This is an optimization exercise on Yosys and OpenROAD, whose aim is small area, a short achievable clock period and few clock cycles per item, not a production implementation. RTL that was checked went through simulation tests only; none was proved equivalent to the original. Power figures rest on the tool's default switching activity, not on a simulated workload.

## P
==> flow/design.v <==
module crsf_parser (
    input  wire       clk,
    input  wire       rst,         
    input  wire       in_valid,
    output wire       in_ready,
    input  wire [7:0] in_data,
    input  wire       in_last,     
    output wire       out_valid,
    input  wire       out_ready,
    output wire [7:0] out_data,
    output wire       out_last,    
    output wire       st_valid,
    output wire [7:0] st_aux,      
    output wire [5:0] st_level     
);
    localparam QD = 3;             
    function automatic [7:0] crc8_step(input [7:0] c, input [7:0] b);
        integer i;
        reg [7:0] v;
        begin
            v = c ^ b;
            for (i = 0; i < 8; i = i + 1)
                v = v[7] ? ((v << 1) ^ 8'hD5) : (v << 1);
            crc8_step = v;
        end
    endfunction
    function automatic is_sync(input [7:0] b);
        is_sync = (b == 8'hC8) || (b == 8'hEA) || (b == 8'hEC) || (b == 8'hEE);
    endfunction
    function automatic [7:0] sync_byte(input [1:0] code);
        sync_byte = {2'b11, code != 2'd0, 2'b01, code, 1'b0};
    endfunction
    reg  [7:0] mem [0:63];
    integer    mi;
    reg  [7:0] w_lo, w_hi;
    reg  [7:0] wd;
    reg        wv;
    reg        rdy;
    reg  [5:0] wptr;         
    reg  [5:0] cptr;         
    reg  [5:0] rptr;         
    reg  [5:0] lvl;          
    reg  [1:0] scode;        
    reg  [5:0] flen;         
    reg  [7:0] crc;          
    reg        bad;          
    reg        rew;          
    reg        s0, s1;       
    reg        sb, sc;       
    reg        c_open;
    reg        c_seen;
    reg        c_drop;
    reg  [QD-1:0] qv;        
    reg  [1:0] q_aux [0:QD-1];     
    reg  [5:0] o_nf;         
    reg  [5:0] q_lvl [0:QD-1];
    reg  [5:0] q_mrk [0:QD-1];
    reg        st_q;
    integer    qi;
    localparam K_SYNC = 2'd0, K_LEN = 2'd1, K_BODY = 2'd2;
    reg  [1:0] i_ph;         
    reg  [5:0] i_rem;        
    reg  [7:0] g [0:3];      
    reg  [1:0] gsel;
    reg        gv;           
    reg  [1:0] gk;           
    reg        gl;           
    reg        ov, sv;
    reg  [7:0] od, sd;
    reg        ol, sl;
    wire       in_take = in_valid && rdy;
    wire       x_sync  = is_sync(in_data);
    wire       x_lenok = (in_data >= 8'd2) && (in_data <= 8'd62);
    wire       x_ok    = (in_data == crc) && !bad;
    wire       lvl0    = s0;
    wire       lvl1    = s1;
    wire [5:0] wptr_p1 = wptr + 6'd1;
    wire       lvl_eq  = (lvl == flen);
    wire       adv_w   = (s1 && x_lenok) || sb || sc;
    wire [5:0] wptr_n  = adv_w ? wptr_p1 : wptr;
    wire [5:0] cptr_n  = (sc && x_ok) ? wptr_p1 : cptr;
    wire       n_s1    = (s0 || (s1 && !x_lenok)) && x_sync;
    wire       n_s0    = sc || ((s0 || (s1 && !x_lenok)) && !x_sync);
    wire       n_sb    = (s1 && x_lenok) || (sb && !lvl_eq);
    wire       n_sc    = sb && lvl_eq;
    wire [5:0] lvl_n   = (s1 && x_lenok) ? 6'd2 : sb ? lvl + 6'd1 :
                         n_s1 ? 6'd1 : 6'd0;
    wire       drop_n  = (s0 && !x_sync) || (s1 && !x_lenok) || (sc && !x_ok);
    wire       seen_n  = c_open ? (c_seen | x_sync) : (!lvl0 | x_sync);
    wire       cdrop_n = (c_open && c_drop) | drop_n;
    wire       push    = in_take && in_last;
    reg        pend;
    wire       q_eq0  = qv[0] && (rptr == q_mrk[0]);
    wire       q_eq1  = qv[1] && (rptr == q_mrk[1]);
    wire       q_eq2  = qv[2] && (rptr == q_mrk[2]);
    wire       q_at   = (st_q ? q_eq1 : q_eq0) && (i_ph == 2'd0);
    wire       take   = ov && out_ready;
    wire       st_set = q_at && !gv && !sv && (!ov || out_ready);
    wire       q_at2  = st_q ? q_eq2 : q_eq1;
    wire       q_blk  = q_at && (gv || sv || (ov && !out_ready) || q_at2);
    wire       avail  = (i_ph != 2'd0) || ((rptr != cptr) && !q_blk);
    wire       room   = !ov || (!sv && !gv) || (out_ready && !(sv && gv));
    wire       issue  = avail && room;
    wire [7:0] rd     = g[gsel];
    wire [7:0] land   = (gk == K_SYNC) ? sync_byte(rd[7:6]) :
                        (gk == K_LEN)  ? {2'b00, rd[5:0]} : rd;
    wire [5:0] occ    = wptr - rptr;
    wire       q_push = pend && (!qv[QD-1] || st_q);
    wire       pend_n = push || (pend && !q_push);
    wire [QD-1:0] qv_n;
    wire [QD-1:0] q_wr = st_q ? ({1'b0, qv[QD-1:1]} ^ qv) : (qv ^ {qv[QD-2:0], 1'b1});
    assign     qv_n   = (st_q ? {1'b0, qv[QD-1:1]} : qv) | (q_push ? q_wr : {QD{1'b0}});
    integer    gj, gk2;
    reg  [7:0] gt;
    reg  [15:0] rsel;        
    assign in_ready  = rdy;
    assign out_valid = ov;
    assign out_data  = od;
    assign out_last  = ol;
    assign st_valid  = st_q;
    assign st_aux    = {q_aux[0], o_nf};
    assign st_level  = q_lvl[0];
    always @(posedge clk) begin
        wd   <= lvl1 ? {scode, in_data[5:0]} : in_data;
        w_lo <= 8'd1 << wptr[2:0];
        w_hi <= 8'd1 << wptr[5:3];
        for (mi = 0; mi < 64; mi = mi + 1)
            if (wv && w_hi[mi / 8] && w_lo[mi % 8])
                mem[mi] <= wd;
        for (gj = 0; gj < 4; gj = gj + 1) begin
            gt = 8'd0;
            for (gk2 = 0; gk2 < 16; gk2 = gk2 + 1)
                gt = gt | (mem[gj*16 + gk2] & {8{rsel[gk2]}});
            g[gj] <= gt;
        end
        gsel <= rptr[5:4];
        gk   <= i_ph;
        gl   <= (i_ph == K_BODY) && (i_rem == 6'd1);
        if (issue && i_ph == K_LEN)
            i_rem <= rd[5:0];
        else if (issue && i_ph == K_BODY)
            i_rem <= i_rem - 6'd1;
        if (take && sv) begin
            od <= sd;
            ol <= sl;
        end else if (!ov || take) begin
            od <= land;
            ol <= gl;
        end
        if (gv && ov && !(take && !sv)) begin
            sd <= land;
            sl <= gl;
        end
        if (in_take) begin
            if (lvl1) begin
                flen <= in_data[5:0];
                crc  <= 8'h00;
            end else
                crc  <= crc8_step(crc, in_data);
            if (lvl == 6'd2)
                bad <= (in_data >= 8'h28) && (flen < 6'd4);
            if (lvl0 || x_sync)
                scode <= in_data[2:1];
        end
        for (qi = 0; qi < QD; qi = qi + 1) begin
            if (st_q && qi < QD - 1) begin
                q_aux[qi] <= q_aux[qi+1];
                q_lvl[qi] <= q_lvl[qi+1];
                q_mrk[qi] <= q_mrk[qi+1];
            end
            if (q_push && q_wr[qi]) begin
                q_aux[qi] <= {~c_seen, c_drop};
                q_lvl[qi] <= lvl;
                q_mrk[qi] <= cptr;
            end
        end
        if (rst) begin
            rdy    <= 1'b0;
            wptr   <= 6'd0;
            rew    <= 1'b0;
            wv     <= 1'b0;
            cptr   <= 6'd0;
            rptr   <= 6'd0;
            rsel   <= 16'd1;
            lvl    <= 6'd0;
            s0     <= 1'b1;
            s1     <= 1'b0;
            sb     <= 1'b0;
            sc     <= 1'b0;
            c_open <= 1'b0;
            pend   <= 1'b0;
            o_nf   <= 6'd0;
            qv     <= {QD{1'b0}};
            st_q   <= 1'b0;
            ov     <= 1'b0;
            sv     <= 1'b0;
            gv     <= 1'b0;
            i_ph   <= 2'd0;
        end else begin
            pend <= pend_n;
            rdy <= (in_take ? (occ <= 6'd61) : (occ <= 6'd62)) &&
                   !(pend_n && qv_n[QD-1] && !st_set);
            rew <= in_take && sc && !x_ok;
            wv <= rdy;
            if (rew)
                wptr <= cptr;
            else if (in_take)
                wptr <= wptr_n;
            if (in_take) begin
                cptr <= cptr_n;
                lvl  <= lvl_n;
                s0   <= n_s0;
                s1   <= n_s1;
                sb   <= n_sb;
                sc   <= n_sc;
                c_open <= !in_last;
                c_seen <= seen_n;
                c_drop <= cdrop_n;
            end
            qv   <= qv_n;
            st_q <= st_set;
            gv <= issue;
            if (st_q)
                o_nf <= {5'd0, gv && gk == K_SYNC};
            else if (gv && gk == K_SYNC && o_nf != 6'd63)
                o_nf <= o_nf + 6'd1;
            if (issue) begin
                if (i_ph != K_SYNC) begin
                    rptr <= rptr + 6'd1;
                    rsel <= {rsel[14:0], rsel[15]};
                end
                i_ph <= (i_ph == K_SYNC) ? K_LEN :
                        (i_ph == K_LEN)  ? K_BODY :
                        (i_rem == 6'd1)  ? K_SYNC : K_BODY;
            end
            if (take && sv)
                sv <= gv;
            else if (!ov || take)
                ov <= gv;
            else if (gv)
                sv <= 1'b1;
        end
    end
endmodule
clock: 5.0 ns
lec_check: 0
cap_margin: 20
core_margin: 2
core_utilization: 45
cts_buf_list: sky130_fd_sc_hd__clkbuf_16
cts_cluster_diameter: 300
cts_cluster_size: 26
setup_slack_margin: 2.8
slew_margin: 20
tns_end_percent: 100
run.sh (not shown) runs the stock make flow with config.mk's settings and CLKGATE_MAP_FILE= SYNTH_SCRIPT=/design/flow/synth_recipe.tcl, a recipe that flattens the netlist after the stock synthesis.
P ended with every stage complete and zero timing, DRC or antenna violations.
Testbench counts of P, summed over its fixed seeds: cycles 52,863, bytes 52,098.
What Q does differently from P at the input level:
--- a/flow/design.v
+++ b/flow/design.v
@@ -51,10 +51,11 @@
     reg        c_seen;
     reg        c_drop;
     reg  [QD-1:0] qv;        
     reg  [1:0] q_aux [0:QD-1];     
     reg  [5:0] o_nf;         
+    reg  [5:0] st_nf;        
     reg  [5:0] q_lvl [0:QD-1];
     reg  [5:0] q_mrk [0:QD-1];
     reg        st_q;
     integer    qi;
     localparam K_SYNC = 2'd0, K_LEN = 2'd1, K_BODY = 2'd2;
@@ -88,17 +89,16 @@
     wire       drop_n  = (s0 && !x_sync) || (s1 && !x_lenok) || (sc && !x_ok);
     wire       seen_n  = c_open ? (c_seen | x_sync) : (!lvl0 | x_sync);
     wire       cdrop_n = (c_open && c_drop) | drop_n;
     wire       push    = in_take && in_last;
     reg        pend;
-    wire       q_eq0  = qv[0] && (rptr == q_mrk[0]);
-    wire       q_eq1  = qv[1] && (rptr == q_mrk[1]);
-    wire       q_eq2  = qv[2] && (rptr == q_mrk[2]);
-    wire       q_at   = (st_q ? q_eq1 : q_eq0) && (i_ph == 2'd0);
+    wire       q_has  = st_q ? qv[1] : qv[0];
+    wire [5:0] q_hmrk = st_q ? q_mrk[1] : q_mrk[0];
+    wire       q_at   = q_has && (rptr == q_hmrk) && (i_ph == 2'd0);
     wire       take   = ov && out_ready;
     wire       st_set = q_at && !gv && !sv && (!ov || out_ready);
-    wire       q_at2  = st_q ? q_eq2 : q_eq1;
+    wire       q_at2  = (st_q ? qv[2] : qv[1]) && (rptr == (st_q ? q_mrk[2] : q_mrk[1]));
     wire       q_blk  = q_at && (gv || sv || (ov && !out_ready) || q_at2);
     wire       avail  = (i_ph != 2'd0) || ((rptr != cptr) && !q_blk);
     wire       room   = !ov || (!sv && !gv) || (out_ready && !(sv && gv));
     wire       issue  = avail && room;
     wire [7:0] rd     = g[gsel];
@@ -116,11 +116,11 @@
     assign in_ready  = rdy;
     assign out_valid = ov;
     assign out_data  = od;
     assign out_last  = ol;
     assign st_valid  = st_q;
-    assign st_aux    = {q_aux[0], o_nf};
+    assign st_aux    = {q_aux[0], st_nf};
     assign st_level  = q_lvl[0];
     always @(posedge clk) begin
         wd   <= lvl1 ? {scode, in_data[5:0]} : in_data;
         w_lo <= 8'd1 << wptr[2:0];
         w_hi <= 8'd1 << wptr[5:3];
@@ -218,10 +218,12 @@
                 c_drop <= cdrop_n;
             end
             qv   <= qv_n;
             st_q <= st_set;
             gv <= issue;
+            if (st_set)
+                st_nf <= st_q ? 6'd0 : o_nf;
             if (st_q)
                 o_nf <= {5'd0, gv && gk == K_SYNC};
             else if (gv && gk == K_SYNC && o_nf != 6'd63)
                 o_nf <= o_nf + 6'd1;
             if (issue) begin
Q was carried through to the last stage, and its layout satisfied the timing, design-rule and antenna checks. Per the comparison of Q with P, number of vias per cell held steady, routed wire length essentially unchanged, average size of a mapped cell fell by 0.74%. Measured against each other, Q and P differ in area growth from synthesis to layout, the lower figure coming from P. Q vs P — cell internal power dissipation rose 1.3%. Final-layout non-clock buffer area share for Q: 0.19 points up relative to P. Delta (Q minus P): switching power summed over all nets shows a reduction of about 1.8%, logic gate share of total power shows an increase of 0.3 points, slew of the pin with the lowest slew margin shows a reduction of 270 ps. Global-route track usage on met2, Q and P: larger value in P. A timing startpoint of the critical path of q_lvl[0][0] is what P shows, while st_q belongs to Q. Side by side, count of nets after finishing turned out higher in Q than in P. Taking P as the reference, in Q number of synthesized flops with an enable pin now sits lower; clock network area share flat; total global-route track usage held.
Only the layout flow was run in Q; the RTL was not checked for function there.

// crsf_parser: RTL as listed in full above, without the edits since
Settings: LEC_CHECK=0, CAP_MARGIN=20, CORE_MARGIN=2, CORE_UTILIZATION=42, CTS_BUF_LIST=sky130_fd_sc_hd__clkbuf_16, CTS_CLUSTER_DIAMETER=300, CTS_CLUSTER_SIZE=26, SETUP_SLACK_MARGIN=2.8, SLEW_MARGIN=20, TNS_END_PERCENT=100; clock period 5.0 ns.
Testbench counts at the start, summed over its fixed seeds: cycles 52,863, bytes 52,098.
Rerun with:
--- a/flow/design.v
+++ b/flow/design.v
@@ -43,10 +43,11 @@
     reg  [1:0] scode;        
     reg  [5:0] flen;         
     reg  [7:0] crc;          
     reg        bad;          
     reg        rew;          
+    reg        cmt;          
     reg        s0, s1;       
     reg        sb, sc;       
     reg        c_open;
     reg        c_seen;
     reg        c_drop;
@@ -76,11 +77,10 @@
     wire       lvl1    = s1;
     wire [5:0] wptr_p1 = wptr + 6'd1;
     wire       lvl_eq  = (lvl == flen);
     wire       adv_w   = (s1 && x_lenok) || sb || sc;
     wire [5:0] wptr_n  = adv_w ? wptr_p1 : wptr;
-    wire [5:0] cptr_n  = (sc && x_ok) ? wptr_p1 : cptr;
     wire       n_s1    = (s0 || (s1 && !x_lenok)) && x_sync;
     wire       n_s0    = sc || ((s0 || (s1 && !x_lenok)) && !x_sync);
     wire       n_sb    = (s1 && x_lenok) || (sb && !lvl_eq);
     wire       n_sc    = sb && lvl_eq;
     wire [5:0] lvl_n   = (s1 && x_lenok) ? 6'd2 : sb ? lvl + 6'd1 :
@@ -169,17 +169,18 @@
                 q_mrk[qi] <= q_mrk[qi+1];
             end
             if (q_push && q_wr[qi]) begin
                 q_aux[qi] <= {~c_seen, c_drop};
                 q_lvl[qi] <= lvl;
-                q_mrk[qi] <= cptr;
+                q_mrk[qi] <= cmt ? wptr : cptr;
             end
         end
         if (rst) begin
             rdy    <= 1'b0;
             wptr   <= 6'd0;
             rew    <= 1'b0;
+            cmt    <= 1'b0;
             wv     <= 1'b0;
             cptr   <= 6'd0;
             rptr   <= 6'd0;
             rsel   <= 16'd1;
             lvl    <= 6'd0;
@@ -199,17 +200,19 @@
         end else begin
             pend <= pend_n;
             rdy <= (in_take ? (occ <= 6'd61) : (occ <= 6'd62)) &&
                    !(pend_n && qv_n[QD-1] && !st_set);
             rew <= in_take && sc && !x_ok;
+            cmt <= in_take && sc && x_ok;
+            if (cmt)
+                cptr <= wptr;
             wv <= rdy;
             if (rew)
                 wptr <= cptr;
             else if (in_take)
                 wptr <= wptr_n;
             if (in_take) begin
-                cptr <= cptr_n;
                 lvl  <= lvl_n;
                 s0   <= n_s0;
                 s1   <= n_s1;
                 sb   <= n_sb;
                 sc   <= n_sc;
Wire length is about the same. First-iteration DRC count shrinks by a few percent. Via count increases slightly. Register-to-register slack gets better by 0.04 ns. Cell count stays flat.
The RTL of the second run of this note was laid out without a check of its function.

== quartz ==
crsf_parser, a different RTL version from the one above (not shown whole).
For scale: ~1700 cells after synthesis, ~720 flip-flops, roughly 39 I/O pins, about 27000 µm² of cells after synthesis.
clock: 5.0 ns
lec_check: 0
abc_clock_period_in_ps: 2200
cap_margin: 20
core_margin: 2
core_utilization: 40
cts_buf_list: sky130_fd_sc_hd__clkbuf_8 sky130_fd_sc_hd__clkbuf_16
cts_cluster_diameter: 300
cts_cluster_size: 28
setup_slack_margin: 2.85
slew_margin: 20
tns_end_percent: 100
> inputs changed (quartz -> onyx)
-- flow/design.v --
<<< quartz, line 32
    endfunction
    reg  [7:0] mem [0:63];
    reg        rdy;
    reg  [5:0] wptr;         
>>> onyx, line 32
    endfunction
    reg  [7:0] mem [0:63];
    integer    mi;
    wire [7:0] w_lo, w_hi;   
    reg        rdy;
    reg  [5:0] wptr;         
<<< quartz, line 72
    wire       lvl1    = s1;
    wire [5:0] wptr_p1 = wptr + 6'd1;
    wire       lvl_eq  = (lvl == flen);
    wire       adv     = (s1 && x_lenok) || sb || (sc && x_ok);
>>> onyx, line 74
    wire       lvl1    = s1;
    wire [5:0] wptr_p1 = wptr + 6'd1;
    assign     w_lo    = rdy ? (8'd1 << wptr[2:0]) : 8'd0;
    assign     w_hi    = 8'd1 << wptr[5:3];
    wire       lvl_eq  = (lvl == flen);
    wire       adv     = (s1 && x_lenok) || sb || (sc && x_ok);
<<< quartz, line 117
    assign st_level  = q_lvl[0];
    always @(posedge clk) begin
        if (rdy)
            mem[wptr] <= lvl1 ? {scode, in_data[5:0]} : in_data;
        for (gj = 0; gj < 4; gj = gj + 1) begin
            gt = 8'd0;
>>> onyx, line 121
    assign st_level  = q_lvl[0];
    always @(posedge clk) begin
        for (mi = 0; mi < 64; mi = mi + 1)
            if (w_hi[mi / 8] && w_lo[mi % 8])
                mem[mi] <= lvl1 ? {scode, in_data[5:0]} : in_data;
        for (gj = 0; gj < 4; gj = gj + 1) begin
            gt = 8'd0;
Notes after the runs:
Sequential share of layout area of onyx is on par with quartz.
Looking at via count of the first global-routing pass across onyx and quartz, the one that comes out lower is onyx.
onyx ends up with higher complex-gate fraction of the synthesized area than quartz does.
Going from quartz to onyx, the final cell count was found to have gone down by 27.
[onyx vs quartz] total internal power: lower in onyx
In the tables for onyx and quartz, first-iteration DRC count reads lower with onyx.
Relative to quartz, final antenna diode count decreased by 1 in onyx.
Between onyx and quartz, global routing usage summed across all routing layers is higher for quartz, onyx comes in under that.
Clock share of power sits higher in onyx than in quartz.
Taking quartz as the reference, in onyx area share of fa/ha/maj cells after synthesis shows an increase of 0.27 points, post-route minimum period shows no meaningful change, total placed instance area shows no meaningful change.
Function was not checked in any run of this note: the RTL went through the layout flow alone.

==> port drivers added, routing unchanged <==
No port has a modelled driver above. Below, the same layouts with a new extraction and two added sets of constraints. Step 1 sets driving cells, clkbuf_16 on the clock port and buf_2 on the other inputs (assumed; they add their load-dependent delay and slew). Step 2 times the ports against the registers' clock, not the clock port: input delays grow and output delays shrink by t, the midpoint of the rising clock arrivals with the driver on. Slacks: ideal ports / drivers / drivers and shift; pairs: ideal ports / drivers.
| run | t, ns | slack for setup (ns) | hold slack, ns | worst setup path after step 2 | worst slew at a driven data input, ns |
|---|---|---|---|---|---|
| P | 0.691 | 2.774 / 2.711 / 2.214 | 0.448 / 0.448 / 0.448 | input to register | 0.03 |
| Q | 0.677 | 2.585 / 2.585 / 2.202 | 0.392 / 0.392 / 0.392 | input to register | 0.04 |
| the first run of note 2 | 0.697 | 2.802 / 2.740 / 2.205 | 0.449 / 0.449 / 0.449 | input to register | 0.04 |
| the second run of note 2 | 0.681 | 2.782 / 2.727 / 2.142 | 0.462 / 0.462 / 0.462 | input to register | 0.04 |
| quartz | 0.696 | 2.718 / 2.687 / 1.996 | 0.443 / 0.443 / 0.443 | input to register | 0.25 |
| onyx | 0.697 | 2.716 / 2.693 / 2.097 | 0.447 / 0.447 / 0.447 | input to register | 0.19 |
After both steps setup and hold are still met in every run listed. For quartz, which loses most, drivers alone change the setup slack by -0.031 ns; drivers and shift together by -0.722 ns.
